Context: an optimization exercise on an open-source flow, tuned for small area and few clock cycles. The choices shown serve that exercise and are no tape-out recipe. Function was checked by simulation only, so behaviour that the tests miss may differ from the original. Power and IR drop assume default switching activity.

`flow/design.v`:
```
module bms_frame_byte (
    input  wire [2:0]  seg,        
    input  wire [2:0]  ch,         
    input  wire        half,       
    input  wire        soi_sel,
    input  wire [7:0]  addr,
    input  wire [7:0]  cid2,
    input  wire        has_info,
    input  wire [15:0] info,
    input  wire        len_dbl,
    input  wire        chk_dbl,
    input  wire [15:0] csum,
    output reg  [7:0]  byte_out,
    output wire        dbl
);
    function [7:0] hexchar;
        input [3:0] n;
        hexchar = (n < 4'd10) ? (8'h30 + {4'd0, n}) : (8'h37 + {4'd0, n});
    endfunction
    function [3:0] nib4;
        input [15:0] v;
        input [1:0]  k;
        case (k)
            2'd0: nib4 = v[15:12];
            2'd1: nib4 = v[11:8];
            2'd2: nib4 = v[7:4];
            default: nib4 = v[3:0];
        endcase
    endfunction
    localparam [15:0] LENGTH_VAL = 16'hE002;
    reg [3:0] nib;
    always @(*) begin
        case (seg)
            3'd1: case (ch)
                3'd0, 3'd1: nib = 4'h2;
                3'd2: nib = addr[7:4];
                3'd3: nib = addr[3:0];
                3'd4: nib = 4'h4;
                3'd5: nib = 4'h6;
                3'd6: nib = cid2[7:4];
                default: nib = cid2[3:0];
            endcase
            3'd2: nib = has_info ? nib4(LENGTH_VAL, ch[1:0]) : 4'h0;
            3'd3: nib = nib4(info, ch[1:0]);
            default: nib = nib4(csum, ch[1:0]);
        endcase
    end
    assign dbl = ((seg == 3'd2) && has_info && len_dbl) ||
                 ((seg == 3'd3) && len_dbl) ||
                 ((seg == 3'd4) && chk_dbl);
    wire [7:0] chr = hexchar(nib);
    always @(*) begin
        if (seg == 3'd0)
            byte_out = soi_sel ? 8'h7E : 8'h3E;
        else if (seg == 3'd5)
            byte_out = 8'h0D;
        else if (dbl)
            byte_out = half ? hexchar(chr[3:0]) : hexchar(chr[7:4]);
        else
            byte_out = chr;
    end
endmodule
module bms_codec (
    input  wire        clk,
    input  wire        rst,
    input  wire        req_valid,
    output wire        req_ready,
    input  wire [31:0] req_word,
    input  wire        din_valid,
    output wire        din_ready,
    input  wire [7:0]  din_byte,
    output wire        rsp_valid,
    output wire [3:0]  rsp_status,
    output wire [31:0] rsp_value,
    output wire        rsd_valid,
    output wire [7:0]  rsd_byte,
    output wire        tx_valid,
    output wire [7:0]  tx_byte,
    output wire        rxf_valid,
    output wire [7:0]  rxf_byte
);
    localparam [7:0] PROTO_VER    = 8'h22;
    localparam [7:0] CID2_TIME    = 8'h4D;
    localparam [7:0] CID2_PVER    = 8'h4F;
    localparam [7:0] CID2_DADDR   = 8'h50;
    localparam [7:0] CID2_MANUF   = 8'h51;
    localparam [7:0] CID2_ANALOG0 = 8'h42;
    localparam [7:0] CID2_ANALOG1 = 8'h43;
    localparam [15:0] ANALOG_INFO = 16'h00FF;
    localparam [2:0] ST_OK        = 3'h0;
    localparam [2:0] ST_LEN_OVF   = 3'h1;
    localparam [2:0] ST_ZERO_CHK  = 3'h3;
    localparam [2:0] ST_MALFORMED = 3'h4;
    localparam [2:0] ST_BAD_VER   = 3'h5;
    localparam [2:0] ST_ILLEGAL   = 3'h6;
    localparam [2:0] ST_CAP_FAULT = 3'h7;
    localparam [3:0] K_LCHK = 4'd8;     
    localparam [3:0] K_CFGR = 4'd9;     
    localparam [3:0] K_PCHK = 4'd10;    
    localparam [3:0] K_ENC  = 4'd11;    
    localparam [3:0] K_RXF  = 4'd12;    
    localparam [3:0] K_PEEK = 4'd13;    
    localparam [1:0] M_DRAIN = 2'd0;
    localparam [1:0] M_PCHK  = 2'd1;
    localparam [1:0] M_PUSH  = 2'd2;
    localparam integer LSW = 3;
    localparam integer LSR = 2;
    reg  [7:0]  cfg_addr;
    reg         cfg_soi_sel;
    reg         cfg_len_dbl;
    reg         cfg_chk_dbl;
    reg         fault;
    reg  [511:0] ring;
    reg  [5:0]  rd;
    reg  [6:0]  rx_len;
    reg         rx_b0ok;      
    reg         rx_b1ok;      
    reg         rx_last0d;    
    reg  [3:0]  q_v;
    reg  [3:0]  q_kind [0:3];
    reg  [1:0]  q_rp, q_wp;
    reg  [3:0]  lchk_val;
    reg  [6:0]  rxf_len;
    reg  [6:0]  peek_len;
    reg         ie_busy;
    reg  [1:0]  ie_mode;
    reg  [15:0] ie_cnt;
    reg  [15:0] psum;         
    reg  [24:0] enc_req;
    reg         enc_cmd;
    reg  [5:0]  o_idx;
    reg  [2:0]  o_seg;
    reg  [2:0]  o_ch;
    reg         o_half;
    reg  [10:0] o_sum;        
    wire [1:0] h       = q_rp;
    wire [1:0] ie_slot = q_wp - 2'd1;    
    wire [3:0] h_kind = q_kind[h];
    wire       h_go   = q_v[h] && !(ie_busy && ie_slot == h);
    reg pend_enc, pend_cfgr, pend_pchk, pend_lchk, pend_peek, pend_rxf;
    wire pend_cfgrd = pend_cfgr || pend_enc;
    wire h_rxf = q_v[h] && (h_kind == K_RXF);
    wire [6:0] len_w  = rx_len + 7'd1;
    wire       b0_w   = (rx_len == 7'd0) ? (din_byte == 8'h3E || din_byte == 8'h7E) : rx_b0ok;
    wire       b1_w   = (rx_len == 7'd1) ? (din_byte == PROTO_VER) : rx_b1ok;
    wire       last_w = (din_byte == 8'h0D);
    function [2:0] vstat;
        input [6:0] len;
        input b0, b1, last;
        if (len < 7'd3 || !b0)  vstat = ST_MALFORMED;
        else if (!b1)           vstat = ST_BAD_VER;
        else if (!last)         vstat = ST_MALFORMED;
        else                    vstat = ST_OK;
    endfunction
    wire [2:0] st_w      = vstat(len_w, b0_w, b1_w, last_w);
    wire       deliver_w = (st_w == ST_OK);
    wire       cnt_one   = (ie_cnt == 16'd1);
    wire wr_ok = !(pend_rxf && (!h_rxf || rx_len[5:0] > o_idx || (cnt_one && deliver_w)));
    wire       rebase = (rx_len == 7'd0) && !pend_rxf;
    wire [5:0] wdel   = rd + 6'd1 - rx_len[5:0];         
    wire [5:0] wdel1  = wdel - 6'd1;
    wire       w_al   = rebase || (wdel1[LSW-1:0] == 0);
    wire [5:0] wport  = rebase ? 6'd1 : wdel;
    assign din_ready = ie_busy && (ie_mode != M_PUSH || (wr_ok && w_al));
    wire din_fire = din_valid && din_ready;
    wire ie_last  = din_fire && cnt_one;
    wire wr       = din_fire && (ie_mode == M_PUSH);
    wire [6:0] rx_len1  = !wr ? rx_len : (ie_last && deliver_w) ? 7'd0 : len_w;
    wire       b0_1     = wr ? b0_w   : rx_b0ok;
    wire       b1_1     = wr ? b1_w   : rx_b1ok;
    wire       last_1   = wr ? last_w : rx_last0d;
    wire       rxf_1    = pend_rxf || (wr && ie_last && deliver_w);
    wire [3:0]  op   = req_word[31:28];
    wire [15:0] n16  = req_word[15:0];
    wire        has_data = (op == 4'h6) || (op == 4'h7);
    wire        n_zero   = (n16 == 16'd0);
    reg legal;
    always @(*) begin
        case (op)
            4'h1: legal = (req_word[27:11] == 17'd0);
            4'h2: legal = (req_word[27:0] == 28'd0);
            4'h3: legal = req_word[24] ? (req_word[27:25] == 3'd0)
                                       : (req_word[27:24] == 4'd0 && req_word[15:0] == 16'd0);
            4'h4: legal = (req_word[27:4] == 24'd0) && (req_word[3:0] <= 4'h5);
            4'h5: legal = (req_word[27:16] == 12'd0);
            4'h6: legal = (req_word[27:16] == 12'd0);
            4'h7: legal = (req_word[27:16] == 12'd0);
            4'h8: legal = (req_word[27:0] == 28'd0);
            default: legal = 1'b0;
        endcase
    end
    reg  [7:0]  cmd_cid2;
    always @(*) begin
        case (enc_req[2:0])
            3'd0: cmd_cid2 = CID2_TIME;
            3'd1: cmd_cid2 = CID2_PVER;
            3'd2: cmd_cid2 = CID2_DADDR;
            3'd3: cmd_cid2 = CID2_MANUF;
            3'd4: cmd_cid2 = CID2_ANALOG0;
            default: cmd_cid2 = CID2_ANALOG1;
        endcase
    end
    wire cmd_has_info = (enc_req[2:0] == 3'd4) || (enc_req[2:0] == 3'd5);
    wire [7:0]  enc_cid2     = enc_cmd ? cmd_cid2 : enc_req[23:16];
    wire        enc_has_info = enc_cmd ? cmd_has_info : enc_req[24];
    wire [15:0] enc_info     = enc_cmd ? ANALOG_INFO : enc_req[15:0];
    wire [5:0] lsum = {2'd0, n16[11:8]} + {2'd0, n16[7:4]} + {2'd0, n16[3:0]};
    wire [3:0] lchk = (~lsum[3:0]) + 4'd1;
    wire       ovf    = (n16[15:7] != 9'd0) || ({1'b0, rx_len1} + {1'b0, n16[6:0]} > 8'd64);
    wire [2:0] st_0   = vstat(rx_len1, b0_1, b1_1, last_1);
    wire stall = ((op == 4'h1) && pend_cfgrd) ||
                 ((op == 4'h3 || op == 4'h4) && pend_enc) ||
                 ((op == 4'h5) && pend_lchk) ||
                 ((op == 4'h6) && pend_pchk) ||
                 ((op == 4'h7) && n_zero && rxf_1) ||
                 ((op == 4'h8) && pend_peek) ||
                 ((op == 4'h2) && pend_cfgr);
    wire ie_free = !ie_busy || ie_last;
    assign req_ready = ie_free && !q_v[q_wp] && !stall;
    wire req_fire = req_valid && req_ready;
    wire [7:0] enc_byte;
    wire       enc_dbl;
    bms_frame_byte u_frame (
        .seg      (o_seg),
        .ch       (o_ch),
        .half     (o_half),
        .soi_sel  (cfg_soi_sel),
        .addr     (cfg_addr),
        .cid2     (enc_cid2),
        .has_info (enc_has_info),
        .info     (enc_info),
        .len_dbl  (cfg_len_dbl),
        .chk_dbl  (cfg_chk_dbl),
        .csum     ({5'b11111, o_sum}),
        .byte_out (enc_byte),
        .dbl      (enc_dbl)
    );
    wire [5:0] flen = 6'd18 + (enc_has_info ? (cfg_len_dbl ? 6'd12 : 6'd4) : 6'd0)
                            + (cfg_chk_dbl ? 6'd4 : 6'd0);
    wire is_enc  = (h_kind == K_ENC);
    wire is_rxf  = (h_kind == K_RXF);
    wire is_peek = (h_kind == K_PEEK);
    wire [6:0] b_len = is_peek ? peek_len : rxf_len;
    wire buf_last  = ({1'b0, o_idx} + 7'd1 == b_len);
    wire buf_empty = (peek_len == 7'd0);
    wire [5:0] rdel = rd - o_idx;                         
    wire       r_al = (rdel[LSR-1:0] == 0);
    wire [7:0] buf_byte = ring[{rdel[5:LSR], {LSR{1'b0}}}*8 +: 8];
    assign tx_valid  = h_go && is_enc;
    assign rxf_valid = h_go && is_rxf && r_al;
    assign rsd_valid = h_go && is_peek && !buf_empty && r_al;
    assign rsp_valid = h_go && (is_enc  ? (o_seg == 3'd5) :
                                is_rxf  ? (r_al && buf_last) :
                                is_peek ? (buf_empty || (r_al && buf_last)) : 1'b1);
    assign tx_byte  = enc_byte;
    assign rxf_byte = buf_byte;
    assign rsd_byte = buf_byte;
    reg [2:0]  r_st;
    reg [15:0] r_val;
    always @(*) begin
        r_st  = h_kind[3] ? ST_OK : h_kind[2:0];
        r_val = 16'd0;
        case (h_kind)
            K_LCHK: r_val = {12'd0, lchk_val};
            K_CFGR: r_val = {5'd0, cfg_chk_dbl, cfg_len_dbl, cfg_soi_sel, cfg_addr};
            K_PCHK: begin r_st = (psum == 16'd0) ? ST_ZERO_CHK : ST_OK; r_val = psum; end
            K_ENC:  r_val = {10'd0, flen};
            K_RXF:  r_val = 16'd1;
            K_PEEK: r_val = {9'd0, peek_len};
            default: ;
        endcase
    end
    assign rsp_status = {1'b0, r_st};
    assign rsp_value  = {16'd0, r_val};
    wire [2:0] seg_lastch = (o_seg == 3'd1) ? 3'd7 : (o_seg == 3'd0 || o_seg == 3'd5) ? 3'd0 : 3'd3;
    integer j;
    always @(posedge clk) begin
        for (j = 0; j < 64; j = j + 1) begin
            if (((j - 1) % (1 << LSW)) == 0 && wr && wport == j)
                ring[8*j +: 8] <= din_byte;
            else
                ring[8*j +: 8] <= ring[8*((j + 63) % 64) +: 8];
        end
    end
    always @(posedge clk) begin
        if (rst)
            rd <= 6'd0;
        else if (wr && rebase)
            rd <= 6'd1;
        else
            rd <= rd + 6'd1;
    end
    wire acc_ok   = req_fire && !fault && legal;
    wire pop      = h_go && rsp_valid;
    wire new_rxf  = (ie_last && ie_mode == M_PUSH && deliver_w) ||
                    (acc_ok && op == 4'h7 && n_zero && !ovf && rx_len1 != 7'd0 && st_0 == ST_OK);
    always @(posedge clk) begin
        if (rst) begin
            pend_enc  <= 1'b0;
            pend_cfgr <= 1'b0;
            pend_pchk <= 1'b0;
            pend_lchk <= 1'b0;
            pend_peek <= 1'b0;
            pend_rxf  <= 1'b0;
        end else begin
            if (acc_ok && (op == 4'h3 || op == 4'h4))        pend_enc  <= 1'b1;
            else if (pop && h_kind == K_ENC)                 pend_enc  <= 1'b0;
            if (acc_ok && op == 4'h2)                        pend_cfgr <= 1'b1;
            else if (pop && h_kind == K_CFGR)                pend_cfgr <= 1'b0;
            if (acc_ok && op == 4'h6 && !n_zero)             pend_pchk <= 1'b1;
            else if (pop && h_kind == K_PCHK)                pend_pchk <= 1'b0;
            if (acc_ok && op == 4'h5 && n16[15:12] == 4'd0)  pend_lchk <= 1'b1;
            else if (pop && h_kind == K_LCHK)                pend_lchk <= 1'b0;
            if (acc_ok && op == 4'h8)                        pend_peek <= 1'b1;
            else if (pop && h_kind == K_PEEK)                pend_peek <= 1'b0;
            if (new_rxf)                                     pend_rxf  <= 1'b1;
            else if (pop && h_kind == K_RXF)                 pend_rxf  <= 1'b0;
        end
    end
    always @(posedge clk) begin
        if (rst) begin
            cfg_addr    <= 8'h01;
            cfg_soi_sel <= 1'b0;
            cfg_len_dbl <= 1'b0;
            cfg_chk_dbl <= 1'b0;
            fault       <= 1'b0;
            rx_len      <= 7'd0;
            q_v         <= 4'd0;
            q_rp        <= 2'd0;
            q_wp        <= 2'd0;
            ie_busy     <= 1'b0;
            o_idx       <= 6'd0;
            o_seg       <= 3'd0;
            o_ch        <= 3'd0;
            o_half      <= 1'b0;
        end else begin
            if (din_fire) begin
                ie_cnt <= ie_cnt - 16'd1;
                if (ie_mode == M_PCHK)
                    psum <= psum - {8'd0, din_byte};
                if (wr) begin
                    rx_len    <= rx_len1;
                    rx_b0ok   <= b0_w;
                    rx_b1ok   <= b1_w;
                    rx_last0d <= last_w;
                end
                if (cnt_one) begin
                    ie_busy <= 1'b0;
                    if (ie_mode == M_PUSH) begin
                        q_kind[ie_slot] <= deliver_w ? K_RXF : {1'b0, st_w};
                        if (deliver_w)
                            rxf_len <= len_w;
                    end
                end
            end
            if (req_fire) begin
                q_v[q_wp]    <= 1'b1;
                q_kind[q_wp] <= {1'b0, ST_OK};
                q_wp         <= q_wp + 2'd1;
                ie_cnt       <= n16;
                ie_mode      <= M_DRAIN;
                if (fault || !legal) begin
                    q_kind[q_wp] <= {1'b0, fault ? ST_CAP_FAULT : ST_ILLEGAL};
                    if (has_data && !n_zero)
                        ie_busy <= 1'b1;
                end else begin
                    case (op)
                    4'h1: begin  
                        cfg_addr    <= req_word[7:0];
                        cfg_soi_sel <= req_word[8];
                        cfg_len_dbl <= req_word[9];
                        cfg_chk_dbl <= req_word[10];
                    end
                    4'h2: q_kind[q_wp] <= K_CFGR;
                    4'h3, 4'h4: begin  
                        q_kind[q_wp] <= K_ENC;
                        enc_req      <= req_word[24:0];
                        enc_cmd      <= op[2];
                    end
                    4'h5: begin  
                        if (n16[15:12] != 4'd0) begin
                            q_kind[q_wp] <= {1'b0, ST_LEN_OVF};
                        end else begin
                            q_kind[q_wp] <= K_LCHK;
                            lchk_val     <= lchk;
                        end
                    end
                    4'h6: begin  
                        if (n_zero) begin
                            q_kind[q_wp] <= {1'b0, ST_ZERO_CHK};
                        end else begin
                            q_kind[q_wp] <= K_PCHK;
                            ie_busy      <= 1'b1;
                            ie_mode      <= M_PCHK;
                            psum         <= 16'd0;
                        end
                    end
                    4'h7: begin  
                        if (ovf) begin
                            fault        <= 1'b1;
                            q_kind[q_wp] <= {1'b0, ST_CAP_FAULT};
                            if (!n_zero)
                                ie_busy <= 1'b1;
                        end else if (!n_zero) begin
                            ie_busy <= 1'b1;
                            ie_mode <= M_PUSH;
                        end else if (rx_len1 != 7'd0) begin
                            if (st_0 == ST_OK) begin
                                q_kind[q_wp] <= K_RXF;
                                rxf_len      <= rx_len1;
                                rx_len       <= 7'd0;
                            end else begin
                                q_kind[q_wp] <= {1'b0, st_0};
                            end
                        end
                    end
                    default: begin  
                        q_kind[q_wp] <= K_PEEK;
                        peek_len     <= rx_len1;
                    end
                    endcase
                end
            end
            if (h_go) begin
                if (rsp_valid) begin
                    q_v[h] <= 1'b0;
                    q_rp   <= q_rp + 2'd1;
                    o_idx  <= 6'd0;
                end else if (!is_enc && r_al) begin
                    o_idx  <= o_idx + 6'd1;
                end
                if (is_enc) begin
                    if (o_seg == 3'd0)
                        o_sum <= 11'd0;
                    else if (o_seg != 3'd4 && o_seg != 3'd5)
                        o_sum <= o_sum - {3'd0, enc_byte};
                    if (enc_dbl && !o_half) begin
                        o_half <= 1'b1;
                    end else begin
                        o_half <= 1'b0;
                        if (o_ch == seg_lastch) begin
                            o_ch <= 3'd0;
                            case (o_seg)
                                3'd2:    o_seg <= enc_has_info ? 3'd3 : 3'd4;
                                3'd5:    o_seg <= 3'd0;
                                default: o_seg <= o_seg + 3'd1;
                            endcase
                        end else begin
                            o_ch <= o_ch + 3'd1;
                        end
                    end
                end
            end
        end
    end
endmodule
```
`flow/flow/run.sh`:
```
#!/bin/bash
# Layout flow: the standard flow (the standard.sh, all steps) with two
# changes to how the layout is made:
#  - ports are buffered with the smallest buffer (sky130_fd_sc_hd__buf_1)
#    instead of the delay buffer the resizer picks by default;
#  - clock tree synthesis inserts no dummy loads.
# Each tool's full output stays in the ORFS logs under orfs/logs/; the
# output of standard.sh itself goes to standard.log in this folder.
set -e
export BUFFER_PORTS_ARGS="-buffer_cell sky130_fd_sc_hd__buf_1"
export CTS_ARGS="-sink_clustering_enable -repair_clock_nets -sink_clustering_size 30 -sink_clustering_max_diameter 80 -dont_use_dummy_load"
bash standard.sh > standard.log 2>&1
```
`flow/standard.sh`:
```
#!/bin/bash
# synth_recipe.tcl (not shown) runs the flow's synth.tcl, then flattens the netlist and writes it again
# the make line also repeats each setting of config.mk as NAME=value (left out here)
make -C /OpenROAD-flow-scripts/flow DESIGN_CONFIG=/design/flow/config.mk WORK_HOME=/design/flow/orfs CLKGATE_MAP_FILE= SYNTH_SCRIPT=/design/flow/synth_recipe.tcl "${@:-finish}"
```
`flow/config.mk`:
```
export PLATFORM = sky130hd
export DESIGN_NAME = bms_codec
export DESIGN_NICKNAME = bms_codec
export VERILOG_FILES = /design/flow/design.v
export SDC_FILE = /design/flow/constraint.sdc
export NUM_CORES = 4
export LEC_CHECK = 0
export CAP_MARGIN = 20
export CORE_MARGIN = 2
export CORE_UTILIZATION = 60
export CTS_CLUSTER_DIAMETER = 80
export CTS_CLUSTER_SIZE = 30
export PLACE_DENSITY = 0.8
export SLEW_MARGIN = 20
```
`flow/constraint.sdc`:
```
create_clock -name core_clock -period 6.5 [get_ports {clk}]
set_input_delay 1.3000 -clock core_clock [delete_from_list [all_inputs] [get_ports {clk}]]
set_output_delay 1.3000 -clock core_clock [all_outputs]
set_load 0.01 [all_outputs]
```
==> flow_metrics.tcl, run 1 <==
set metrics [dict create \
    slowest_stage "fa_1" \
    leakagePower_nw 10.0 \
    cts_root_buffer "clkbuf_16" \
    holdPathStages 0 \
    slew_headroom_pct 30.5 \
    start_util_pct 60.4 \
    synth_area_um2 23900 \
    fin_ws_ns 0.328 \
    avgRoutedWirePerCell_um 21.1 \
    overflow 0 \
    ioPinCount 110 \
    ys_types 91 \
    multiInputGateArea_um2 8660 \
    min_period_over_period_pct 95.0 \
    dp_cells 2578 \
    cts.path.max_buffers 3 \
    hold_viol 0 \
    cts_sinks 675 \
    synthDominantAreaCellType "dfxtp_1" \
    yosysWarnings 2 \
    groute.usage.overall_pct 26.4 \
    die_x_um 204 \
    vias 15300 \
    clkSlewWorstSetupHoldPaths_ns 0.10 \
    final_area_um2 25900 \
    placed_cell_area_um2 25100 \
    slew_viol_final 0 \
    place_hpwl_um 39100 \
    seq_area_um2 14600 \
    finClkSkew_ns 0.0805 \
    numCtsBuffers 30 \
    crit_arrival_ns 6.50 \
    tritoncts "built" \
    grt_pass1_wl_um 84300 \
    max_stage_delay_ns 0.41 \
    drcViolationCount 0 \
    synth-seq-area-share_pct 61.1 \
    status "timing/DRC/antenna clean" \
    io_buffers 91 \
    critPathKind "in -> reg" \
    insertion_delay_ns 0.63 \
    drive_gt1_share_pct 13.1 \
    final_util_pct 65.5 \
    wl_um 55100 \
    power_density_nw_per_um2 281 \
    startpoint_type "input port" \
    synth_area_leaders "dfxtp_1 48%, edfxtp_1 14%, mux4_2 4.4%" \
    h-tree-depth 1 \
    initialDrtViolationCount 1362 \
    antenna_left 0 \
    ctsHoldBuffers 0 \
    fin_crit_ns 6.17 \
    setup_violations 0 \
    hp-class "reg -> reg" \
    crit_top_cell "buf_4" \
    die-height_um 204 \
    pre_cts_slack_ns -0.301 \
    ir_drop_mv 0.256 \
    rr_worst_depth 20 \
    regToRegStartpoint "rd[0]" \
    synth_edf_count 108 \
    core_area_um2 39500 \
    antenna_found_initial 0 \
    rsz0062_at_grt "false" \
    die-area_um2 41400 \
    setup_tns_ns 0 \
    grt_start_max_net_pins 44 \
    worstMarginPinSlew_ns 1.03 \
    cap_violations 0 \
    crit_family "compound AO/OA/AOI/OAI gates" \
    fill_cells 2893 \
    power_mw 7.28 \
    syn_inst 1958 \
    crit_chain "buf_1 -> buf_4 -> nor4b_2 -> buf_4 -> nand4_1 -> buf_4 -> a2111oi_2 -> o2111ai_1 -> nand3_1 -> or2_2 -> o21ai_0 -> ha_1 -> fa_1 -> a211o_1 -> a21oi_1 -> o221ai_1 -> or3_1 -> a31oi_1 -> nand2_1 -> a221o_1 -> a211oi_2 -> mux2i_1" \
    synth_top_cell_area_share_pct 47.5 \
    timing.critical_path.buf_inv 4 \
    place.gp.congestion 0.946 \
    crit_fanout 9 \
    fp-row-count 73 \
    synthFlopType "dfxtp_1" \
    end_kind "flop" \
    holdWs_ns 0.264 \
    viasPerCell 5.86 \
    nets 2210 \
    grt_pass1_vias 15100 \
    crit_cells 22 \
    syn_to_final_growth_pct 8.39 \
    stdcell_count 2609 \
    fmaxAchievable_mhz 162 \
    async_flop_share_pct 0 \
    synth_seq_cells 675 \
    crit_path_start "din_byte[5]" \
    synth_area_per_cell_um2 12.2 \
    first_pass_iters 8 \
    hold_start "ring[138]" \
    required_ns 6.83 \
]
## report_power, final
group	leakage, nW	switching [mW]	total [mW]	internal, mW
Clock	0.370	1.20	2.03	0.823
Sequential	5.55	0.0674	4.38	4.31
Combinational	4.11	0.542	0.877	0.335
## metal layers
| metal | part of all wire, % | GRT usage (%) | vias up |
|---|---|---|---|
| li1 | - | - | 7136 |
| met2 | 48 | 44.3 | 547 |
| met3 | 5.9 | 4.60 | 119 |
| met1 | 42 | 34.2 | 7499 |
| met5 | 0 | 0 | - |
| met4 | 4.2 | 10.0 | 0 |
## timing repair
item	CTS	global route
gates resized for setup	0	5
endpoints found under the hold margin	0	0
setup buffers	0	0
setup endpoints to repair	0	25
## worst paths after layout
path	to	slack, ns
hold reg to reg	ring[146]	0.26
hold / removal	ring[146]	0.26
setup / recovery	q_kind[3][0]	0.33
setup reg to reg	q_kind[3][0]	0.37
## worst register-to-register path, stage by stage, from the launching register on
cell      delay, ns
dfxtp_1        0.37
ha_1           0.31
inv_1          0.07
fa_1           0.43
xor2_1         0.21
nand3b_2       0.15
a21oi_1        0.33
nand2_1        0.20
a211o_1        0.39
buf_4          0.20
o31ai_2        0.35
ha_1           0.31
a211oi_1       0.46
o21ai_0        0.18
o21a_1         0.16
or3b_2         0.44
a31oi_1        0.26
nand2_1        0.17
a221o_1        0.41
a211oi_2       0.36
mux2i_1        0.12
## flip-flops by register name (all words and copies together), names as in the netlist, 7 cells and up, named ones only
register  count
cfg_addr      8
rx_len        7
o_sum        11
enc_req      25
ie_cnt       16
ring        512
peek_len      7
psum         16
rxf_len       7
q_kind       16
## synthesized netlist by cell type (all sizes together) (10+ instances only)
cell type    n
mux2i       26
o21a        10
nor3        38
and2        13
o211ai      16
and3        20
nand3       33
nor2b       24
or4         16
edfxtp     108
mux4        47
nand3b      10
clkbuf      48
nor2       134
mux2        66
a31oi       17
nand4       11
dfxtp      567
or3         19
nand2      105
or2         11
inv         83
nor4        17
xnor2       43
a21oi       77
a22oi       15
nor3b       10
nand2b      19
a211oi      10
a21o        11
buf         41
o21ai       86
xor2        20
ha          72
## final cells by class
| type | count | area share [%] |
|---|---|---|
| diodes | 1 | 0.00966 |
| inverters | 83 | 1.20 |
| flip-flops and latches | 675 | 56.4 |
| clock buffers | 30 | 2.90 |
| well taps | 525 | 2.54 |
| multi-input cells | 1128 | 33.5 |
| repair buffers | 167 | 3.53 |
## cell usage in the layout, fill, tap and decap left out, types with 26 or more instances in the layout
cell,instances
dfxtp_1,567
nor2_1,130
mux4_2,47
ha_1,72
mux2_2,65
inv_1,82
clkbuf_16,30
nor3_1,34
nand3_1,32
nand2_1,105
buf_1,89
edfxtp_1,108
o21ai_0,75
mux2i_1,26
buf_4,76
xnor2_1,42
a21oi_1,77
## kinds of logic (layout without fill, tap and decap cells)
kind of cell	count (synthesis)	in the layout	share of synthesized area (%)
buf+inv	172	280	3.22
simple gates	500	500	11.0
fa+ha+maj	81	81	4.53
compound gates	325	325	9.06
other cells	1	19	0.0157
xor+xnor	65	65	2.50
mux	139	139	8.63
flops	675	675	61.1
Testbench counts, summed over its fixed seeds: cycles 22,536.
==> run 2: changes to the inputs <==
==> flow/run.sh (new file) <==
#!/bin/bash
# synth_recipe.tcl (not shown) runs the flow's synth.tcl, then flattens the netlist and writes it again
# the make line also repeats each setting of config.mk as NAME=value (left out here)
make -C /OpenROAD-flow-scripts/flow DESIGN_CONFIG=/design/flow/config.mk WORK_HOME=/design/flow/orfs CLKGATE_MAP_FILE= SYNTH_SCRIPT=/design/flow/synth_recipe.tcl finish
removed: flow/flow/run.sh
removed: flow/standard.sh
==> flow_metrics.tcl, run 2 <==
set metrics [dict create \
    vias 15200 \
    fill_cells 2836 \
    hold_viol 0 \
    synthFlopType "dfxtp_1" \
    final_cell_mix "567 x dfxtp_1, 130 x nor2_1, 108 x edfxtp_1, 105 x nand2_1, 92 x buf_4" \
    largest_reg_flops 512 \
    setup_tns_ns 0 \
    cts_root_buffer "clkbuf_16" \
    fin_crit_ns 6.25 \
    drcViolationCount 0 \
    synth_seq_cells 675 \
    initialDrtViolationCount 1193 \
    seq_area_um2 14600 \
    worstMarginPinSlew_ns 1.02 \
    h-tree-depth 1 \
    grt_start_max_net_pins 44 \
    syn_inst 1958 \
    synth_edf_count 108 \
    die-height_um 204 \
    synth_top_cell_area_share_pct 47.5 \
    top_regs "ring x512, enc_req x25" \
    core_area_um2 39500 \
    viasPerCell 5.75 \
    synth_area_leaders "dfxtp_1 48%, edfxtp_1 14%, mux4_2 4.4%" \
    fmaxAchievable_mhz 160 \
    setup_violations 0 \
    pre_cts_slack_ns -0.763 \
    grt_pass1_vias 15400 \
    die_x_um 204 \
    ir_drop_mv 0.214 \
    clkSlewWorstSetupHoldPaths_ns 0.12 \
    avgRoutedWirePerCell_um 21.0 \
    async_flop_share_pct 0 \
    crit_fanout 8 \
    fin_ws_ns 0.250 \
    power_density_nw_per_um2 285 \
    r2r_setup_slack_ns 0.38 \
    critPathKind "in -> reg" \
    finClkSkew_ns 0.0296 \
    startpoint_type "input port" \
    ioPinCount 110 \
    tritoncts "built" \
    crit_arrival_ns 6.64 \
    yosysWarnings 2 \
    antenna_left 0 \
    hp-class "reg -> reg" \
    nets 2227 \
    cts_setup_buffers 0 \
    ctsHoldBuffers 0 \
    largest-register "ring" \
    place.gp.congestion 0.962 \
    ys_types 91 \
    synth_area_um2 23900 \
    syn_to_final_growth_pct 12.4 \
    status "timing/DRC/antenna clean" \
    final_common_cell "dfxtp_1" \
    required_ns 6.89 \
    rsz0062_at_grt "false" \
    first_pass_iters 8 \
    cts_sinks 675 \
    synth-seq-area-share_pct 61.1 \
    cts.path.max_buffers 3 \
    place_hpwl_um 39800 \
    leakagePower_nw 10.5 \
    cts_resized 1 \
    slew_headroom_pct 32.2 \
    overflow 0 \
    grt_pass1_wl_um 86100 \
    die-area_um2 41400 \
    numCtsBuffers 31 \
    antenna_found_initial 1 \
    fp-row-count 73 \
    min_period_over_period_pct 96.2 \
    yosys.cell_count.top_type "dfxtp_1" \
    synth_area_per_cell_um2 12.2 \
    groute.usage.overall_pct 26.8 \
    end_kind "flop" \
    start_util_pct 60.4 \
    wl_um 55500 \
    slew_viol_final 0 \
    cap_violations 0 \
    io_buffers 91 \
    synthDominantAreaCellType "dfxtp_1" \
    insertion_delay_ns 0.65 \
    synth_common_cells "567 x dfxtp_1, 131 x nor2_1, 108 x edfxtp_1" \
    multiInputGateArea_um2 8680 \
    holdWs_ns 0.321 \
    drive_gt1_share_pct 14.2 \
]
## run 2: cell count changes in the layout (fill, tap and decap cells not counted), sizes merged
cell           delta
buf              -73
dlymetal6s2s      +1
clkbuf            +3
clkinv            +5
clkdlybuf4s50    +90
inv               +7
## run 2: final timing paths
path                                  start            to  depth (start not counted)
worst max-delay path            din_byte[1]  q_kind[1][0]                         20
worst min-delay path               ring[76]      ring[84]                          0
worst max register to register    rx_len[0]  q_kind[1][0]                         21
worst min register to register     ring[76]      ring[84]                          0
## run 2: final cells by class
| type | instances | share of cell area [%] |
|---|---|---|
| flip-flops and latches | 675 | 54.3 |
| repair buffers | 183 | 5.97 |
| clock inverters | 12 | 0.825 |
| inverters | 83 | 1.16 |
| multi-input cells | 1128 | 32.3 |
| diodes | 1 | 0.00932 |
| clock buffers | 35 | 2.94 |
| well taps | 525 | 2.45 |
## run 2: power breakdown
part / switching [mW] / internal (mW)
Clock: 1.39 / 0.943
Combinational: 0.544 / 0.397
Sequential: 0.0672 / 4.31
Total: 2.00 / 5.65
## run 2: per-layer routing
metal | GRT usage (%) | share of wire [%] | vias to the layer above
li1 | - | - | 7204
met5 | 0 | 0 | -
met1 | 34.9 | 42 | 7427
met2 | 46.6 | 49 | 461
met4 | 8.79 | 3.3 | 0
met3 | 3.45 | 5.1 | 103
## run 2: cells by family (layout without fill, tap and decap cells)
family | after synthesis | after routing | synth area share (%)
AO/OA/AOI/OAI | 325 | 325 | 9.06
buffers and inverters | 172 | 313 | 3.22
multiplexers | 139 | 139 | 8.63
flip-flops | 675 | 675 | 61.1
AND/OR/NAND/NOR | 500 | 500 | 11.0
other | 1 | 19 | 0.0157
XOR/XNOR | 65 | 65 | 2.50
adder cells (fa/ha/maj) | 81 | 81 | 4.53
## run 2: worst max-delay path, stage by stage
cell,delay [ns]
clkdlybuf4s50_1,0.52
nor4bb_4,0.23
and4_1,0.25
mux2_2,0.29
o211a_1,0.16
a211o_2,0.42
buf_4,0.18
o31ai_1,0.52
ha_1,0.35
a211oi_1,0.21
buf_4,0.17
o21ai_0,0.09
o21a_1,0.14
or3b_2,0.44
a31oi_1,0.21
buf_4,0.15
nand2_1,0.13
a221o_1,0.44
a211oi_4,0.31
mux2i_1,0.13
## run 2: through the flow
step	area [µm²]	utilization (%)	std cells	power, mW
finish	26900	67.9	2642	7.65
global route	26900	67.9	2642	7.92
CTS	26800	67.8	2641	7.68
detailed placement	25800	65.2	2594	5.41
global placement	25800	65.2	2594	5.38
floorplan	24000	-	1975	5.04
==> run 3: changes to the inputs <==
--- a/flow/design.v
+++ b/flow/design.v
@@ -167,7 +167,6 @@
     wire wr       = din_fire && (ie_mode == M_PUSH);
-    wire [6:0] rx_len1  = !wr ? rx_len : (ie_last && deliver_w) ? 7'd0 : len_w;
-    wire       b0_1     = wr ? b0_w   : rx_b0ok;
-    wire       b1_1     = wr ? b1_w   : rx_b1ok;
-    wire       last_1   = wr ? last_w : rx_last0d;
-    wire       rxf_1    = pend_rxf || (wr && ie_last && deliver_w);
+    wire       dlv      = wr && cnt_one && deliver_w;    
+    wire [6:0] rx_len1  = !wr ? rx_len : dlv ? 7'd0 : len_w;
+    wire       len1_nz  = !wr ? (rx_len != 7'd0) : !dlv;
+    wire       rxf_1    = pend_rxf || dlv;
     wire [3:0]  op   = req_word[31:28];
@@ -208,4 +207,10 @@
     wire [3:0] lchk = (~lsum[3:0]) + 4'd1;
-    wire       ovf    = (n16[15:7] != 9'd0) || ({1'b0, rx_len1} + {1'b0, n16[6:0]} > 8'd64);
-    wire [2:0] st_0   = vstat(rx_len1, b0_1, b1_1, last_1);
+    wire       n_big  = (n16[15:7] != 9'd0);
+    wire [7:0] len_n  = {1'b0, rx_len} + {1'b0, n16[6:0]};
+    wire       ovf_0  = n_big || (len_n > 8'd64);
+    wire       ovf_1  = n_big || (len_n > 8'd63);       
+    wire       ovf_2  = n_big || (n16[6:0] > 7'd64);
+    wire       ovf    = !wr ? ovf_0 : dlv ? ovf_2 : ovf_1;
+    wire [2:0] st_r   = vstat(rx_len, rx_b0ok, rx_b1ok, rx_last0d);
+    wire [2:0] st_0   = wr ? st_w : st_r;
     wire stall = ((op == 4'h1) && pend_cfgrd) ||
@@ -295,3 +300,3 @@
     wire new_rxf  = (ie_last && ie_mode == M_PUSH && deliver_w) ||
-                    (acc_ok && op == 4'h7 && n_zero && !ovf && rx_len1 != 7'd0 && st_0 == ST_OK);
+                    (acc_ok && op == 4'h7 && n_zero && !ovf && len1_nz && st_0 == ST_OK);
     always @(posedge clk) begin
@@ -406,6 +411,6 @@
                             ie_mode <= M_PUSH;
-                        end else if (rx_len1 != 7'd0) begin
+                        end else if (len1_nz) begin
                             if (st_0 == ST_OK) begin
                                 q_kind[q_wp] <= K_RXF;
-                                rxf_len      <= rx_len1;
+                                rxf_len      <= rx_len;
                                 rx_len       <= 7'd0;
==> flow/flow/run.sh (new file) <==
#!/bin/bash
# Layout flow: the standard flow (the standard.sh, all steps) with two
# changes to how the layout is made:
#  - ports are buffered with the smallest buffer (sky130_fd_sc_hd__buf_1)
#    instead of the delay buffer the resizer picks by default;
#  - clock tree synthesis inserts no dummy loads.
# Each tool's full output stays in the ORFS logs under orfs/logs/; the
# output of standard.sh itself goes to standard.log in this folder.
set -e
export BUFFER_PORTS_ARGS="-buffer_cell sky130_fd_sc_hd__buf_1"
export CTS_ARGS="-sink_clustering_enable -repair_clock_nets -sink_clustering_size 30 -sink_clustering_max_diameter 80 -dont_use_dummy_load"
bash standard.sh > standard.log 2>&1
==> flow/standard.sh (new file) <==
#!/bin/bash
# synth_recipe.tcl (not shown) runs the flow's synth.tcl, then flattens the netlist and writes it again
# the make line also repeats each setting of config.mk as NAME=value (left out here)
make -C /OpenROAD-flow-scripts/flow DESIGN_CONFIG=/design/flow/config.mk WORK_HOME=/design/flow/orfs CLKGATE_MAP_FILE= SYNTH_SCRIPT=/design/flow/synth_recipe.tcl "${@:-finish}"
--- a/flow/config.mk
+++ b/flow/config.mk
@@ -9,6 +9,6 @@
 export CORE_MARGIN = 2
-export CORE_UTILIZATION = 60
+export CORE_UTILIZATION = 70
 export CTS_CLUSTER_DIAMETER = 80
 export CTS_CLUSTER_SIZE = 30
-export PLACE_DENSITY = 0.8
+export PLACE_DENSITY = 0.9
 export SLEW_MARGIN = 20
removed: flow/run.sh
==> flow_metrics.tcl, run 3 <==
set metrics [dict create \
    cts_resized 0 \
    async_flop_share_pct 0 \
    timing.critical_path.buf_inv 2 \
    antenna_found_initial 1 \
    drive_gt1_share_pct 9.85 \
    core_area_um2 33300 \
    final_cell_mix "567 x dfxtp_1, 127 x nor2_1, 116 x nand2_1, 108 x edfxtp_1, 90 x buf_1" \
    tritoncts "built" \
    crit_family "compound AO/OA/AOI/OAI gates" \
    ys_types 82 \
    groute.usage.overall_pct 29.1 \
    diodes 0 \
    synthDominantAreaCellType "dfxtp_1" \
    seqPwrFrac_pct 61.6 \
    min_period_over_period_pct 91.6 \
    syn_to_final_growth_pct 6.26 \
    start_util_pct 70.7 \
    grt_start_max_net_pins 43 \
    holdPathStages 0 \
    crit_cells 9 \
    fin_ws_ns 0.543 \
    clockPowerShare_pct 27.9 \
    nets 2105 \
    power_density_nw_per_um2 283 \
    startpoint_type "flop" \
    largest_reg_flops 512 \
    cts.path.max_buffers 3 \
    avgRoutedWirePerCell_um 21.3 \
    fp-row-count 67 \
    min_to "ring[487]" \
    vias 14700 \
    slowest_stage "mux4_2" \
    regToRegStartpoint "o_ch[0]" \
    place.gp.congestion 0.914 \
    setup_violations 0 \
    hold_viol 0 \
    setup_tns_ns 0 \
    end_kind "output pin" \
    cts_root_buffer "clkbuf_16" \
    hold_start "ring[479]" \
    fin_crit_ns 5.96 \
    synth_edf_count 108 \
    slew_viol_final 0 \
    fill_cells 2101 \
    p_sw_mw 1.69 \
    seq_area_um2 14600 \
    finClkSkew_ns 0.0564 \
    pre_cts_slack_ns 0.880 \
    worstMarginPinSlew_ns 0.972 \
    h-tree-depth 1 \
    fmaxAchievable_mhz 168 \
    r2r_setup_slack_ns 1.22 \
    rsz0062_at_grt "false" \
    max_stage_delay_ns 0.74 \
    cap_violations 0 \
    io_buffers 91 \
    yosysWarnings 2 \
    clkSlewWorstSetupHoldPaths_ns 0.11 \
    multiInputGateArea_um2 8380 \
    antenna_left 0 \
    initialDrtViolationCount 1340 \
    drcViolationCount 0 \
    status "timing/DRC/antenna clean" \
    die-height_um 187 \
    final_common_cell "dfxtp_1" \
    crit_fanout 16 \
    p_sw_share_pct 23.9 \
    synth_seq_cells 675 \
    die_x_um 187 \
    viasPerCell 6.08 \
    insertion_delay_ns 0.59 \
    cts_sinks 675 \
    p_int_mw 5.38 \
    top_regs "ring x512, enc_req x25" \
    rr_worst_depth 23 \
    yosys.cell_count.top_type "dfxtp_1" \
    largest-register "ring" \
    crit_arrival_ns 4.66 \
    synth_top_cell_area_share_pct 48.2 \
    grt_pass1_wl_um 80600 \
    final_util_pct 75.1 \
    pwr-share-comb_pct 10.5 \
    wl_um 51700 \
    r2r-end "o_sum[7]" \
    synth_area_leaders "dfxtp_1 48%, edfxtp_1 14%, mux4_2 4.4%" \
    synth_area_per_cell_um2 12.3 \
    critPathKind "reg -> out" \
    overflow 0 \
    crit_chain "mux4_2 -> and4b_1 -> mux2i_1 -> xnor2_1 -> nand4b_1 -> a2111oi_0 -> o21ai_1 -> inv_1 -> buf_1" \
    ioPinCount 110 \
    leakagePower_nw 9.49 \
    place_hpwl_um 35300 \
    die-area_um2 35100 \
    ir_drop_mv 0.297 \
    numCtsBuffers 29 \
    grt_pass1_vias 14500 \
    syn_inst 1910 \
    synth_common_cells "567 x dfxtp_1, 128 x nor2_1, 116 x nand2_1" \
    synth-seq-area-share_pct 62.0 \
    synthFlopType "dfxtp_1" \
    cts_setup_buffers 0 \
    synth_area_um2 23500 \
    ctsHoldBuffers 0 \
    required_ns 5.20 \
    hp-class "reg -> reg" \
    first_pass_iters 6 \
    slew_headroom_pct 34.8 \
]
==> run 3: cell types whose count changed after synthesis, sizes merged, moves of 6 or more <==
cell and change:
clkbuf -8, inv -12, nand2 +11, nor2 -6
nor2b +8, o2111ai -6, o21ai -11, or4 -6
xor2 +8
==> run 3: cell families (layout without fill, tap and decap cells) <==
group	Yosys count	count (layout)	synth area share, %
compound gates	297	297	8.50
xor+xnor	72	72	2.68
fa+ha+maj	80	80	4.54
buf+inv	155	207	3.00
flops	675	675	62.0
mux	142	142	8.88
other cells	1	18	0.0159
simple gates	488	488	10.4
==> run 3: worst max-delay path by stage <==
| stage | end | slack (ns) |
|---|---|---|
| 6_report | rsp_valid | 0.54 |
| 3_5_place_dp | req_ready | 0.88 |
| 3_3_place_gp | req_ready | 1.08 |
| 2_1_floorplan | enc_cmd | 1.49 |
| 4_1_cts | rsp_valid | 0.64 |
| 5_1_grt | rsp_valid | 0.26 |
==> run 3: power groups by stage <==
stage | clock network, mW | logic (mW) | registers [mW]
global placement | 0 | 0.681 | 4.45
CTS | 1.99 | 0.716 | 4.36
detailed placement | 0 | 0.708 | 4.45
finish | 1.97 | 0.741 | 4.36
floorplan | 0 | 0.505 | 4.44
global route | 2.12 | 0.797 | 4.37
==> run 3: routing by layer <==
layer,vias up,wire [µm],global-route usage (%),part of all wire (%)
met5,-,13,0,0.025
met4,2,1430,7.78,2.8
met3,110,3570,3.56,6.9
met2,629,24700,48.6,48
met1,7158,21900,40.6,42
li1,6850,-,-,-
==> run 3: through the flow <==
stage	power, mW	hold WS [ns]	area [µm²]	std cells
6_report	7.07	0.300	25000	2427
2_1_floorplan	4.94	0.310	23600	1927
3_5_place_dp	5.16	0.312	24200	2397
5_1_grt	7.28	0.302	25000	2427
4_1_cts	7.06	0.298	25000	2426
3_3_place_gp	5.13	0.310	24200	2397
==> run 3: final cells by class <==
class	count	share of cell area, %
well taps	448	2.24
inverters	71	1.07
repair buffers	107	1.93
flip-flops and latches	675	58.4
multi-input cells	1097	33.5
clock buffers	29	2.90
Testbench counts of run 3, summed over its fixed seeds: cycles 22,536.
==> run 4: changes to the inputs <==
--- a/flow/config.mk
+++ b/flow/config.mk
@@ -9,6 +9,6 @@
 export CORE_MARGIN = 2
-export CORE_UTILIZATION = 70
+export CORE_UTILIZATION = 60
 export CTS_CLUSTER_DIAMETER = 80
 export CTS_CLUSTER_SIZE = 30
-export PLACE_DENSITY = 0.9
+export PLACE_DENSITY = 0.8
 export SLEW_MARGIN = 20
==> flow_metrics.tcl, run 4 <==
set metrics [dict create \
    drcViolationCount 0 \
    slew_headroom_pct 41.4 \
    vias 14500 \
    die_x_um 202 \
    first_pass_iters 6 \
    fmaxAchievable_mhz 170 \
    synth_top_cell_area_share_pct 48.2 \
    crit_arrival_ns 4.58 \
    holdPathStages 0 \
    ctsHoldBuffers 0 \
    yosys.cell_count.top_type "dfxtp_1" \
    grt_use_met2_pct 39.7 \
    core_area_um2 38600 \
    synth_area_um2 23500 \
    startpoint_type "flop" \
    hold_viol 0 \
    synthFlopType "dfxtp_1" \
    overflow 0 \
    grt_pass1_vias 14300 \
    synthDominantAreaCellType "dfxtp_1" \
    start_util_pct 60.9 \
    cts_setup_buffers 0 \
    drive_gt1_share_pct 10.1 \
    tritoncts "built" \
    numCtsBuffers 30 \
    fp-row-count 72 \
    setup_tns_ns 0 \
    r2r-end "o_sum[10]" \
    finClkSkew_ns 0.116 \
    antenna_found_initial 1 \
    rr_worst_depth 22 \
    grt_start_max_net_pins 33 \
    synth_seq_cells 675 \
    critPathKind "reg -> out" \
    grtUsageMet1_pct 35.8 \
    slew_viol_final 0 \
    regToRegStartpoint "o_ch[0]" \
    power_density_nw_per_um2 283 \
    place.gp.congestion 0.967 \
    pre_cts_slack_ns 0.983 \
    cap_violations 0 \
    nets 2110 \
    avgRoutedWirePerCell_um 20.4 \
    synth_edf_count 108 \
    syn_to_final_growth_pct 6.80 \
    largest-register "ring" \
    viasPerCell 5.81 \
    synth_area_per_cell_um2 12.3 \
    cts_sinks 675 \
    ir_drop_mv 0.243 \
    synth_area_leaders "dfxtp_1 48%, edfxtp_1 14%, mux4_2 4.4%" \
    r2r_setup_slack_ns 1.24 \
    die-height_um 202 \
    final_common_cell "dfxtp_1" \
    synth_common_cells "567 x dfxtp_1, 128 x nor2_1, 116 x nand2_1" \
    groute.usage.overall_pct 24.9 \
    cts.path.max_buffers 3 \
    min_to "ring[446]" \
    yosysWarnings 2 \
    holdWs_ns 0.223 \
    ys_types 82 \
    leakagePower_nw 9.52 \
    final_cell_mix "567 x dfxtp_1, 127 x nor2_1, 116 x nand2_1, 108 x edfxtp_1, 90 x buf_1" \
    cts_root_buffer "clkbuf_16" \
    grt_pass1_wl_um 79900 \
    rsz0062_at_grt "false" \
    wl_um 51000 \
    worstMarginPinSlew_ns 0.858 \
    async_flop_share_pct 0 \
    fin_crit_ns 5.88 \
    hold_start "ring[438]" \
    largest_reg_flops 512 \
    initialDrtViolationCount 1168 \
    ioPinCount 110 \
    setup_violations 0 \
    end_kind "output pin" \
    h-tree-depth 1 \
    top_regs "ring x512, enc_req x25" \
    io_buffers 91 \
    fin_ws_ns 0.623 \
    gr-usage-met3_pct 2.69 \
    synth-seq-area-share_pct 62.0 \
    top_usage_layer "met2" \
    clkSlewWorstSetupHoldPaths_ns 0.10 \
    die-area_um2 40800 \
    hp-class "reg -> reg" \
    status "timing/DRC/antenna clean" \
    syn_inst 1910 \
    insertion_delay_ns 0.63 \
    min_period_over_period_pct 90.4 \
    cts_resized 0 \
    antenna_left 0 \
    place_hpwl_um 36200 \
    crit_fanout 16 \
    required_ns 5.20 \
]
[run 4: worst max path at each step]
stage	start	to	slack [ns]	cells after the start
final	flop	rsp_valid	0.62	10
after global routing	flop	rsp_valid	0.43	10
after CTS	flop	rsp_valid	0.72	10
after detailed placement	din_byte[7]	req_ready	0.98	9
after global placement	din_byte[7]	req_ready	1.08	9
after floorplan	req_word[7]	enc_cmd	1.49	7
[run 4: routing by layer]
layer	wire [µm]	vias to the layer above
li1	-	6854
met1	22700	7048
met2	23700	527
met3	2930	101
met4	1600	0
met5	0	-
[run 4: metrics by stage]
| stage | instances | utilization, % | instance area (µm²) | power (mW) |
|---|---|---|---|---|
| final | 2503 | 65.0 | 25100 | 7.10 |
| after global placement | 2471 | 63.0 | 24400 | 5.15 |
| after CTS | 2501 | 65.0 | 25100 | 7.11 |
| after floorplan | 1927 | - | 23600 | 4.94 |
| after detailed placement | 2471 | 63.0 | 24400 | 5.17 |
| after global routing | 2503 | 65.0 | 25100 | 7.35 |
[run 4: area by class of cell]
| type | instances | area, µm² |
|---|---|---|
| flip-flops and latches | 675 | 14600 |
| fillers | 2790 | 13500 |
| multi-input cells | 1097 | 8360 |
| clock buffers | 30 | 751 |
| well taps | 518 | 648 |
| repair buffers | 111 | 513 |
| inverters | 71 | 267 |
| diodes | 1 | 2.50 |
[run 4: where the power goes]
| part | switching [mW] | total, mW | internal [mW] |
|---|---|---|---|
| Sequential | 0.0551 | 4.36 | 4.30 |
| Combinational | 0.454 | 0.737 | 0.283 |
| Clock | 1.19 | 2.01 | 0.822 |
| Total | 1.69 | 7.10 | 5.41 |
[run 4: cells by family after synthesis]
family | count (synthesis) | synth area share, %
AOI/OAI and AO/OA | 297 | 8.50
buffers and inverters | 155 | 3.00
and+or+nand+nor | 488 | 10.4
other | 1 | 0.0159
adders and majority gates | 80 | 4.54
muxes | 142 | 8.88
DFF | 675 | 62.0
xor gates and xnor gates | 72 | 2.68
[run 4: critical path, cell delays in order, from the launching register on]
cell and delay (ns):
dfxtp_1 0.47, mux4_2 0.74, and4b_1 0.75, mux2i_1 0.31
xnor2_1 0.10, nand4b_1 0.17, a2111oi_0 0.80, o21ai_1 0.15
buf_4 0.20, inv_1 0.19, buf_1 0.19
==> run 5: changes to the inputs <==
--- a/flow/design.v
+++ b/flow/design.v
@@ -118,5 +118,4 @@
     reg         rx_last0d;    
-    reg  [3:0]  q_v;
     reg  [3:0]  q_kind [0:3];
-    reg  [1:0]  q_rp, q_wp;
+    reg  [2:0]  q_rp, q_wp;   
     reg  [3:0]  lchk_val;
@@ -127,17 +126,18 @@
     reg  [15:0] ie_cnt;
-    reg  [15:0] psum;         
+    reg  [15:0] acc;
     reg  [24:0] enc_req;
     reg         enc_cmd;
-    reg  [5:0]  o_idx;
+    reg  [5:0]  o_idx;        
     reg  [2:0]  o_seg;
-    reg  [2:0]  o_ch;
-    reg         o_half;
-    reg  [10:0] o_sum;        
-    wire [1:0] h       = q_rp;
-    wire [1:0] ie_slot = q_wp - 2'd1;    
+    wire [2:0]  o_ch   = o_idx[2:0];
+    wire        o_half = o_idx[3];
+    wire [1:0] h       = q_rp[1:0];
+    wire [1:0] ie_slot = q_wp[1:0] - 2'd1;    
+    wire       q_any   = (q_rp != q_wp);
+    wire       q_full  = (q_rp == {~q_wp[2], q_wp[1:0]});
     wire [3:0] h_kind = q_kind[h];
-    wire       h_go   = q_v[h] && !(ie_busy && ie_slot == h);
+    wire       h_go   = q_any && !(ie_busy && ie_slot == h);
     reg pend_enc, pend_cfgr, pend_pchk, pend_lchk, pend_peek, pend_rxf;
     wire pend_cfgrd = pend_cfgr || pend_enc;
-    wire h_rxf = q_v[h] && (h_kind == K_RXF);
+    wire h_rxf = q_any && (h_kind == K_RXF);
     wire [6:0] len_w  = rx_len + 7'd1;
@@ -218,3 +218,3 @@
                  ((op == 4'h5) && pend_lchk) ||
-                 ((op == 4'h6) && pend_pchk) ||
+                 ((op == 4'h6) && (pend_pchk || pend_enc)) ||
                  ((op == 4'h7) && n_zero && rxf_1) ||
@@ -223,3 +223,3 @@
     wire ie_free = !ie_busy || ie_last;
-    assign req_ready = ie_free && !q_v[q_wp] && !stall;
+    assign req_ready = ie_free && !q_full && !stall;
     wire req_fire = req_valid && req_ready;
@@ -238,3 +238,3 @@
         .chk_dbl  (cfg_chk_dbl),
-        .csum     ({5'b11111, o_sum}),
+        .csum     ({5'b11111, acc[10:0]}),
         .byte_out (enc_byte),
@@ -270,3 +270,3 @@
             K_CFGR: r_val = {5'd0, cfg_chk_dbl, cfg_len_dbl, cfg_soi_sel, cfg_addr};
-            K_PCHK: begin r_st = (psum == 16'd0) ? ST_ZERO_CHK : ST_OK; r_val = psum; end
+            K_PCHK: begin r_st = (acc == 16'd0) ? ST_ZERO_CHK : ST_OK; r_val = acc; end
             K_ENC:  r_val = {10'd0, flen};
@@ -297,2 +297,12 @@
     end
+    wire acc_pchk = din_fire && (ie_mode == M_PCHK);
+    wire acc_enc  = h_go && is_enc && (o_seg != 3'd0) && (o_seg != 3'd4) && (o_seg != 3'd5);
+    wire [7:0] acc_in = acc_pchk ? din_byte : enc_byte;
+    always @(posedge clk) begin
+        if ((h_go && is_enc && o_seg == 3'd0) ||
+            (req_fire && !fault && legal && op == 4'h6))
+            acc <= 16'd0;
+        else if (acc_pchk || acc_enc)
+            acc <= acc - {8'd0, acc_in};
+    end
     wire acc_ok   = req_fire && !fault && legal;
@@ -332,5 +342,4 @@
             rx_len      <= 7'd0;
-            q_v         <= 4'd0;
-            q_rp        <= 2'd0;
-            q_wp        <= 2'd0;
+            q_rp        <= 3'd0;
+            q_wp        <= 3'd0;
             ie_busy     <= 1'b0;
@@ -338,4 +347,2 @@
             o_seg       <= 3'd0;
-            o_ch        <= 3'd0;
-            o_half      <= 1'b0;
         end else begin
@@ -343,4 +350,2 @@
                 ie_cnt <= ie_cnt - 16'd1;
-                if (ie_mode == M_PCHK)
-                    psum <= psum - {8'd0, din_byte};
                 if (wr) begin
@@ -361,5 +366,4 @@
             if (req_fire) begin
-                q_v[q_wp]    <= 1'b1;
-                q_kind[q_wp] <= {1'b0, ST_OK};
-                q_wp         <= q_wp + 2'd1;
+                q_kind[q_wp[1:0]] <= {1'b0, ST_OK};
+                q_wp         <= q_wp + 3'd1;
                 ie_cnt       <= n16;
@@ -367,3 +371,3 @@
                 if (fault || !legal) begin
-                    q_kind[q_wp] <= {1'b0, fault ? ST_CAP_FAULT : ST_ILLEGAL};
+                    q_kind[q_wp[1:0]] <= {1'b0, fault ? ST_CAP_FAULT : ST_ILLEGAL};
                     if (has_data && !n_zero)
@@ -378,5 +382,5 @@
                     end
-                    4'h2: q_kind[q_wp] <= K_CFGR;
+                    4'h2: q_kind[q_wp[1:0]] <= K_CFGR;
                     4'h3, 4'h4: begin  
-                        q_kind[q_wp] <= K_ENC;
+                        q_kind[q_wp[1:0]] <= K_ENC;
                         enc_req      <= req_word[24:0];
@@ -386,5 +390,5 @@
                         if (n16[15:12] != 4'd0) begin
-                            q_kind[q_wp] <= {1'b0, ST_LEN_OVF};
+                            q_kind[q_wp[1:0]] <= {1'b0, ST_LEN_OVF};
                         end else begin
-                            q_kind[q_wp] <= K_LCHK;
+                            q_kind[q_wp[1:0]] <= K_LCHK;
                             lchk_val     <= lchk;
@@ -394,8 +398,7 @@
                         if (n_zero) begin
-                            q_kind[q_wp] <= {1'b0, ST_ZERO_CHK};
+                            q_kind[q_wp[1:0]] <= {1'b0, ST_ZERO_CHK};
                         end else begin
-                            q_kind[q_wp] <= K_PCHK;
+                            q_kind[q_wp[1:0]] <= K_PCHK;
                             ie_busy      <= 1'b1;
                             ie_mode      <= M_PCHK;
-                            psum         <= 16'd0;
                         end
@@ -405,3 +408,3 @@
                             fault        <= 1'b1;
-                            q_kind[q_wp] <= {1'b0, ST_CAP_FAULT};
+                            q_kind[q_wp[1:0]] <= {1'b0, ST_CAP_FAULT};
                             if (!n_zero)
@@ -413,3 +416,3 @@
                             if (st_0 == ST_OK) begin
-                                q_kind[q_wp] <= K_RXF;
+                                q_kind[q_wp[1:0]] <= K_RXF;
                                 rxf_len      <= rx_len;
@@ -417,3 +420,3 @@
                             end else begin
-                                q_kind[q_wp] <= {1'b0, st_0};
+                                q_kind[q_wp[1:0]] <= {1'b0, st_0};
                             end
@@ -422,3 +425,3 @@
                     default: begin  
-                        q_kind[q_wp] <= K_PEEK;
+                        q_kind[q_wp[1:0]] <= K_PEEK;
                         peek_len     <= rx_len1;
@@ -430,4 +433,3 @@
                 if (rsp_valid) begin
-                    q_v[h] <= 1'b0;
-                    q_rp   <= q_rp + 2'd1;
+                    q_rp   <= q_rp + 3'd1;
                     o_idx  <= 6'd0;
@@ -437,12 +439,7 @@
                 if (is_enc) begin
-                    if (o_seg == 3'd0)
-                        o_sum <= 11'd0;
-                    else if (o_seg != 3'd4 && o_seg != 3'd5)
-                        o_sum <= o_sum - {3'd0, enc_byte};
                     if (enc_dbl && !o_half) begin
-                        o_half <= 1'b1;
+                        o_idx <= {2'd0, 1'b1, o_ch};
                     end else begin
-                        o_half <= 1'b0;
                         if (o_ch == seg_lastch) begin
-                            o_ch <= 3'd0;
+                            o_idx <= 6'd0;
                             case (o_seg)
@@ -453,3 +450,3 @@
                         end else begin
-                            o_ch <= o_ch + 3'd1;
+                            o_idx <= {3'd0, o_ch + 3'd1};
                         end
--- a/flow/flow/run.sh
+++ b/flow/flow/run.sh
@@ -10,3 +10,3 @@
 export BUFFER_PORTS_ARGS="-buffer_cell sky130_fd_sc_hd__buf_1"
-export CTS_ARGS="-sink_clustering_enable -repair_clock_nets -sink_clustering_size 30 -sink_clustering_max_diameter 80 -dont_use_dummy_load"
+export CTS_ARGS="-sink_clustering_enable -repair_clock_nets -sink_clustering_size 30 -sink_clustering_max_diameter 80 -dont_use_dummy_load -buf_list {sky130_fd_sc_hd__clkbuf_8 sky130_fd_sc_hd__clkbuf_16}"
 bash standard.sh > standard.log 2>&1
--- a/flow/config.mk
+++ b/flow/config.mk
@@ -10,2 +10,3 @@
 export CORE_UTILIZATION = 60
+export CTS_BUF_LIST = sky130_fd_sc_hd__clkbuf_8 sky130_fd_sc_hd__clkbuf_16
 export CTS_CLUSTER_DIAMETER = 80
==> flow_metrics.tcl, run 5 <==
set metrics [dict create \
    status "timing/DRC/antenna clean" \
    antenna_found_initial 0 \
    vias 14600 \
    synth_seq_cells 658 \
    yosys.cell_count.top_type "dfxtp_1" \
    top_regs "ring x512, enc_req x25" \
    seq_area_um2 14000 \
    largest-register "ring" \
    grt_pass1_vias 14300 \
    overflow 0 \
    final_cell_mix "577 x dfxtp_1, 106 x nor2_1, 90 x buf_1, 89 x nand2_1, 81 x edfxtp_1" \
    final_common_cell "dfxtp_1" \
    fin_crit_ns 6.06 \
    cts_resized 0 \
    setup_tns_ns 0 \
    slowest_stage "or4b_2" \
    crit_top_cell "ha_1" \
    cts_setup_buffers 0 \
    cts_sinks 658 \
    ctsHoldBuffers 0 \
    initialDrtViolationCount 1192 \
    largest_reg_flops 512 \
    slew_viol_final 0 \
    crit_chain "inv_1 -> ha_1 -> or3_1 -> nor2_1 -> a221oi_1 -> o311ai_0 -> inv_1 -> ha_1 -> nor2_1 -> a31oi_1 -> o2111ai_1 -> a32oi_1 -> ha_1 -> nor2b_1 -> o21ai_0 -> a21boi_0 -> o21ai_0 -> a21boi_0 -> o31a_1 -> or4b_2 -> a21oi_1" \
    grt_pass1_wl_um 81200 \
    groute.usage.overall_pct 26.7 \
    leakagePower_nw 9.27 \
    rsz0062_at_grt "false" \
    end_kind "flop" \
    required_ns 6.99 \
    syn_to_final_growth_pct 6.72 \
    cts.path.max_buffers 3 \
    ioPinCount 110 \
    p_int_mw 5.59 \
    p_sw_share_pct 29.0 \
    hp-class "reg -> reg" \
    start_util_pct 60.8 \
    worstMarginPinSlew_ns 1.10 \
    h-tree-depth 1 \
    placed_cell_area_um2 23700 \
    p_sw_mw 2.29 \
    synth_common_cells "577 x dfxtp_1, 106 x nor2_1, 89 x nand2_1" \
    synth_edf_count 81 \
    numCtsBuffers 28 \
    core_area_um2 37700 \
    viasPerCell 5.98 \
    fill_cells 2788 \
    synth_top_cell_area_share_pct 50.4 \
    hold_viol 0 \
    crit_arrival_ns 6.55 \
    finClkSkew_ns 0.0560 \
    insertion_delay_ns 0.61 \
    critPathKind "reg -> reg" \
    nets 2048 \
    ir_drop_mv 0.225 \
    yosysWarnings 2 \
    syn_inst 1863 \
    min_period_over_period_pct 93.2 \
    synth_area_per_cell_um2 12.3 \
    clockPowerShare_pct 24.4 \
    synth_area_leaders "dfxtp_1 50%, edfxtp_1 11%, mux4_2 4.3%" \
    die-height_um 199 \
    max_stage_delay_ns 0.65 \
    power_density_nw_per_um2 322 \
    synthFlopType "dfxtp_1" \
    power_mw 7.87 \
    pwr-share-comb_pct 20.1 \
    synth_area_um2 22900 \
    seqPwrFrac_pct 55.5 \
    startpoint_type "flop" \
    synthDominantAreaCellType "dfxtp_1" \
    ys_types 96 \
    synth-seq-area-share_pct 61.0 \
    crit_fanout 14 \
    slew_headroom_pct 26.5 \
    die-area_um2 39800 \
    fmaxAchievable_mhz 165 \
    wl_um 52700 \
    die_x_um 199 \
    grt_start_max_net_pins 41 \
    antenna_left 0 \
    setup_violations 0 \
    place_hpwl_um 37300 \
    tritoncts "built" \
    cap_violations 0 \
    multiInputGateArea_um2 8320 \
    clkSlewWorstSetupHoldPaths_ns 0.10 \
    first_pass_iters 6 \
    drive_gt1_share_pct 10.6 \
    drcViolationCount 0 \
    place.gp.congestion 0.913 \
    cts_root_buffer "clkbuf_16" \
    async_flop_share_pct 0 \
    final_util_pct 64.9 \
    io_buffers 91 \
    avgRoutedWirePerCell_um 21.6 \
    fp-row-count 71 \
    final_area_um2 24400 \
]
-- run 5: changes by cell type after synthesis, moves of 11 or more --
cell	delta
a31oi_1	+12
nor2_1	-22
nor2b_1	-11
nand2_1	-27
clkbuf_1	+16
o21ai_0	-23
xnor2_1	-13
edfxtp_1	-27
o31a_1	+14
-- run 5: critical path: cells and delay by family (launching register included) --
kind | cells | cell delay (ns)
flops | 1 | 0.52
simple gates | 5 | 1.42
fa+ha+maj | 3 | 1.01
compound gates | 11 | 2.72
buf+inv | 2 | 0.29
-- run 5: logic make-up after synthesis --
family | count (synthesis) | share of synthesized area [%]
AO/OA/AOI/OAI | 326 | 10.2
XOR/XNOR | 55 | 2.10
adder cells (fa/ha/maj) | 69 | 4.03
buffers and inverters | 162 | 3.14
flip-flops | 658 | 61.0
multiplexers | 140 | 8.93
other | 1 | 0.0164
AND/OR/NAND/NOR | 452 | 10.6
-- run 5: power by group through the flow --
stage | logic, mW | clock network, mW | registers, mW
floorplan | 1.11 | 0 | 4.40
global route | 1.72 | 2.09 | 4.39
detailed placement | 1.55 | 0 | 4.46
finish | 1.58 | 1.92 | 4.37
global placement | 1.52 | 0 | 4.45
CTS | 1.56 | 1.95 | 4.37
-- run 5: metrics by stage --
step / setup WS, ns / std cells / hold slack, ns
6_report: 0.442 / 2445 / 0.292
5_1_grt: 0.0796 / 2444 / 0.283
4_1_cts: 0.581 / 2444 / 0.286
3_5_place_dp: 0.654 / 2416 / 0.312
3_3_place_gp: 0.913 / 2416 / 0.310
2_1_floorplan: 0.277 / 1880 / 0.310
-- run 5: worst paths after layout --
path | from | to | slack (ns) | depth (start not counted)
max | o_idx[0] | acc[13] | 0.44 | 21
min | ring[379] | ring[387] | 0.29 | 0
max reg2reg | o_idx[0] | acc[13] | 0.44 | 21
min reg2reg | ring[379] | ring[387] | 0.29 | 0
-- run 5: routing by layer --
| layer | part of all wire (%) | vias to the layer above | GRT usage (%) |
|---|---|---|---|
| met1 | 44 | 7179 | 38.8 |
| met4 | 2.0 | 0 | 6.15 |
| li1 | - | 6776 | - |
| met2 | 45 | 587 | 42.5 |
| met3 | 8.2 | 87 | 4.02 |
| met5 | 0 | - | 0 |
-- run 5: area by class of cell --
type / count / share of cell area, %
flip-flops and latches: 658 / 57.2
multi-input cells: 1060 / 34.0
well taps: 511 / 2.62
inverters: 70 / 1.07
diodes: 1 / 0.0102
clock buffers: 28 / 2.87
repair buffers: 117 / 2.20
Testbench counts of run 5, summed over its fixed seeds: cycles 22,607.

[re-timing with driven ports]
The results above use ideal ports. As a check the final layouts listed here were re-extracted and re-timed, cells and wires unchanged.
Step 1 (the two cells are an assumption about what drives the block):
set clk [get_ports {clk}]
set_driving_cell -lib_cell sky130_fd_sc_hd__clkbuf_16 $clk
set_driving_cell -lib_cell sky130_fd_sc_hd__buf_2 [delete_from_list [all_inputs] $clk]
Step 2 adds t to the input delays and takes it off the output delays; t is the mean of the earliest and latest rising clock arrival at the registers after step 1. Input paths then give back, and output paths get back, about the clock's delay inside the block.
a / b / c = no drivers / after step 1 / after step 2; a / b = the first two.
run | t, ns | setup WS [ns] | worst setup path at the end | slew at the worst register clock pin (ns) | pins driven straight from the clock port
run 1 | 0.641 | 0.328 / 0.341 / -0.301 | input to register | 0.11 / 0.11 | 1
run 2 | 0.683 | 0.250 / 0.239 / -0.444 | input to register | 0.12 / 0.12 | 1
run 3 | 0.620 | 0.543 / 0.487 / 0.696 | input to output | 0.11 / 0.11 | 1
run 4 | 0.621 | 0.623 / 0.570 / 0.874 | input to output | 0.11 / 0.11 | 1
run 5 | 0.635 | 0.442 / 0.442 / 0.442 | register to register | 0.11 / 0.11 | 1
With both steps, setup timing fails in run 1 and run 2, where it was met with ideal ports. The setup slack of run 2, which loses most, moves by -0.011 ns with the drivers and by -0.694 ns with both steps.
